Source: an optimization exercise on an open RTL-to-GDS flow (aim: small area). Production flows keep margins and buffers that such runs may drop.
In this exercise RTL edits were held to simulation tests only and were not proved equivalent to the original.

==> 11-17: inputs <==
## eeprog_pe
module eeprog_pe (
    input  wire        CLK,
    input  wire        RST,
    input  wire        H_SEL,
    input  wire        H_WE,
    input  wire [3:0]  H_ADDR,
    input  wire [15:0] H_WDATA,
    output reg  [15:0] H_RDATA,
    input  wire [7:0]  DQ_IN,
    output wire [7:0]  DQ_OUT,
    output wire        DQ_OE,
    output wire        CE_N,
    output wire        OE_N,
    output wire        VPP_EN,
    output wire        HV_EN,
    output wire        LAT_SER,
    output wire        LAT_SCK,
    output wire        LAT_STB
);
clock: 10.0 ns
lec_check: 0
cap_margin: 20
core_margin: 2
core_utilization: 45
cts_cluster_diameter: 80
cts_cluster_size: 24
gpl_timing_driven: 0
slew_margin: 20
synth_hierarchical: 1
synth_minimum_keep_size: 0
run.sh (not shown) runs the stock make flow with config.mk's settings and CLKGATE_MAP_FILE= SYNTH_SCRIPT=/design/flow/synth_recipe.tcl, a recipe that flattens the netlist after the stock synthesis.
==> 11-01: changes against 11-17 <==
--- a/flow/design.v
+++ b/flow/design.v
@@ -60,15 +60,15 @@
     assign LAT_SER = ser;
     assign LAT_SCK = sck;
     assign LAT_STB = stb;
     wire host_wr  = H_SEL && H_WE;
     wire host_rd  = H_SEL && !H_WE;
     wire bufrd    = host_rd && (H_ADDR == R_BUFDATA);
     wire [7:0] off_p1 = off[7:0] + 8'd1;
-    reg  [7:0] ft;
+    wire [7:0] ft     = off[7:0] + {7'd0, drv} + {7'd0, v0} + {7'd0, v1};
     wire [7:0] rd;
     wire       hw_idle = host_wr && !busy;
     wire       bp_ld   = hw_idle && (H_ADDR == R_BUFPTR);
     wire       bp_inc  = bufrd || (hw_idle && (H_ADDR == R_BUFDATA));
     wire       bp_chg  = RST || bp_ld || bp_inc;
     wire [7:0] bp_inc1 = bufptr + 8'd1;
     wire [7:0] bp_next = RST ? 8'd0 : (bp_ld ? H_WDATA[7:0] : bp_inc1);
@@ -152,24 +152,19 @@
     wire       adv = busy && (seg == S_PTAIL) && (t == 7'd1) && !drv;
     always @(posedge CLK) begin
         if (accept) begin
             q0 <= buf_mem[0];
             q1 <= buf_mem[1];
             v0 <= 1'b1;
             v1 <= 1'b1;
-            ft <= 8'd2;
         end else if (adv) begin
-            if (fetch)
-                ft <= ft + 8'd1;
             q0 <= q1f;
             v0 <= v1 | f1;
             v1 <= 1'b0;
         end else begin
-            if (fetch)
-                ft <= ft + 8'd1;
             q0 <= q0f;
             q1 <= q1f;
             v0 <= v0 | f0;
             v1 <= v1 | f1;
         end
     end
     wire st_hit = seq_we && !RST && (off[7:0] == (bufrd ? bp_inc1 : bufptr));
Settings changed: CTS_CLUSTER_SIZE 24 to 28.
==> 01-21: changes against 11-17 <==
--- a/flow/design.v
+++ b/flow/design.v
@@ -60,15 +60,15 @@
     assign LAT_SER = ser;
     assign LAT_SCK = sck;
     assign LAT_STB = stb;
     wire host_wr  = H_SEL && H_WE;
     wire host_rd  = H_SEL && !H_WE;
     wire bufrd    = host_rd && (H_ADDR == R_BUFDATA);
     wire [7:0] off_p1 = off[7:0] + 8'd1;
-    reg  [7:0] ft;
+    wire [7:0] ft     = off[7:0] + {7'd0, drv} + {7'd0, v0} + {7'd0, v1};
     wire [7:0] rd;
     wire       hw_idle = host_wr && !busy;
     wire       bp_ld   = hw_idle && (H_ADDR == R_BUFPTR);
     wire       bp_inc  = bufrd || (hw_idle && (H_ADDR == R_BUFDATA));
     wire       bp_chg  = RST || bp_ld || bp_inc;
     wire [7:0] bp_inc1 = bufptr + 8'd1;
     wire [7:0] bp_next = RST ? 8'd0 : (bp_ld ? H_WDATA[7:0] : bp_inc1);
@@ -152,24 +152,19 @@
     wire       adv = busy && (seg == S_PTAIL) && (t == 7'd1) && !drv;
     always @(posedge CLK) begin
         if (accept) begin
             q0 <= buf_mem[0];
             q1 <= buf_mem[1];
             v0 <= 1'b1;
             v1 <= 1'b1;
-            ft <= 8'd2;
         end else if (adv) begin
-            if (fetch)
-                ft <= ft + 8'd1;
             q0 <= q1f;
             v0 <= v1 | f1;
             v1 <= 1'b0;
         end else begin
-            if (fetch)
-                ft <= ft + 8'd1;
             q0 <= q0f;
             q1 <= q1f;
             v0 <= v0 | f0;
             v1 <= v1 | f1;
         end
     end
     wire st_hit = seq_we && !RST && (off[7:0] == (bufrd ? bp_inc1 : bufptr));
Settings changed: CTS_CLUSTER_SIZE 24 to 31.
==> 06-16: changes against 11-17 <==
Settings changed: CAP_MARGIN 20 to 10, CTS_CLUSTER_DIAMETER 80 to 100, CTS_CLUSTER_SIZE 24 to 28, SLEW_MARGIN 20 to 10.
==> results.json <==
{
  "grt_usage": 0.266,
  "total_power_w": 0.0164,
  "ys_types": 89,
  "status": "failed layout checks",
  "n_all_buffers": 262,
  "violatedChecks": "negative setup slack",
  "timing.final.ws_setup_ps": -74.3,
  "finalSetupViolations": 2,
  "final_cell_mix": "edfxtp_1, a222oi_1, nor2_1",
  "grtUsageMet2": 0.404,
  "drt_wl_total_mm": 262
}
-- figures above: 01-21

==> results.json <==
{
  "status": "complete, no violations",
  "grtUsageMet2": 0.413,
  "ys_types": 92,
  "fin_crit_ps": 9640,
  "final_cell_mix": "edfxtp_1, a222oi_1, nor2_1",
  "timing.final.ws_setup_ps": 363,
  "drt_wl_total_mm": 261,
  "synth_top_area_frac": 0.764,
  "n_all_buffers": 273,
  "total_power_w": 0.0162,
  "finalSetupViolations": 0,
  "crit_buf_inv": 4
}
-- figures above: 11-17

==> results.json <==
{
  "status": "failed layout checks",
  "violatedChecks": "negative setup slack",
  "crit_chain": "clkdlybuf4s50_1 -> clkbuf_1 -> nor4bb_1 -> clkbuf_1 -> nand2_1 -> a211oi_1 -> o21a_1 -> nor2_1 -> nand2_1 -> clkbuf_4 -> nor2_1 -> a222oi_1 -> nand4_1 -> or4_1 -> nor4_1 -> nand4_1 -> mux2_2",
  "die_area_um2": 192000,
  "finalSetupViolations": 3,
  "timing.final.ws_setup_ps": -242,
  "total_power_w": 0.0164,
  "grt_usage": 0.266,
  "worstPathRequired_ps": 10530,
  "ys_types": 89,
  "async_flop_share": 0,
  "met2WireLength_mm": 118,
  "ys_top_cells_by_count": "edfxtp_1, a222oi_1, nor2_1, nand2_1, nand4_1",
  "final_cell_mix": "edfxtp_1, a222oi_1, nor2_1",
  "die_h_um": 438,
  "met1_usage": 0.391,
  "grtUsageMet2": 0.403,
  "n_all_buffers": 262
}
-- figures above: 11-01

==> results.json <==
{
  "final_common_cell": "edfxtp_1",
  "grt_usage": 0.263,
  "final_cell_mix": "edfxtp_1, a222oi_1, nor2_1",
  "rows": 159,
  "total_power_w": 0.0156,
  "worstPathRequired_ps": 10540,
  "status": "complete, no violations",
  "drt_wl_total_mm": 260,
  "n_all_buffers": 265,
  "syn-num-nets": 5163,
  "drtAntennaViolNets": 0,
  "utilization": 0.492,
  "grt_max_degree": 133,
  "viasPerCell": 6.77,
  "finalSetupViolations": 0,
  "grtUsageMet2": 0.410,
  "clkTransAtPathRegs_ps": 120
}
-- figures above: 06-16

## static timing again, ports no longer ideal
In the flow no input, the clock included, has a driving cell. The finished layouts below were timed again as built, in two steps.
Step 1 (the two cells are an assumption about what drives the block):
set clk [get_ports {CLK}]
set_driving_cell -lib_cell sky130_fd_sc_hd__clkbuf_16 $clk
set_driving_cell -lib_cell sky130_fd_sc_hd__buf_2 [delete_from_list [all_inputs] $clk]
Step 2 moves the port delays by t, midway between the first and last clock arrival at a register: inputs arrive t later, outputs are due t later. That takes back most of the time a late clock gives input paths.
Three values: ideal, step 1, step 2; two values: the first two.
run	t, ns	slack for setup (ns)	worst hold slack (ns)	worst setup path after step 2	worst slew at a driven data input, ns
11-17	0.864	0.363 / 0.418 / -0.446	0.464 / 0.464 / 0.464	input to register	0.05
11-01	0.861	-0.242 / -0.175 / -1.035	0.472 / 0.472 / 0.472	input to register	0.05
01-21	0.853	-0.074 / -0.005 / -0.858	0.461 / 0.461 / 0.461	input to register	0.04
06-16	0.844	0.602 / 0.658 / -0.186	0.457 / 0.457 / 0.457	input to register	0.05
With both steps, setup timing fails in 11-17 and 06-16, where it was met with ideal ports. The setup slack of 11-17, which loses most, moves by +0.055 ns with the drivers and by -0.809 ns with both steps.
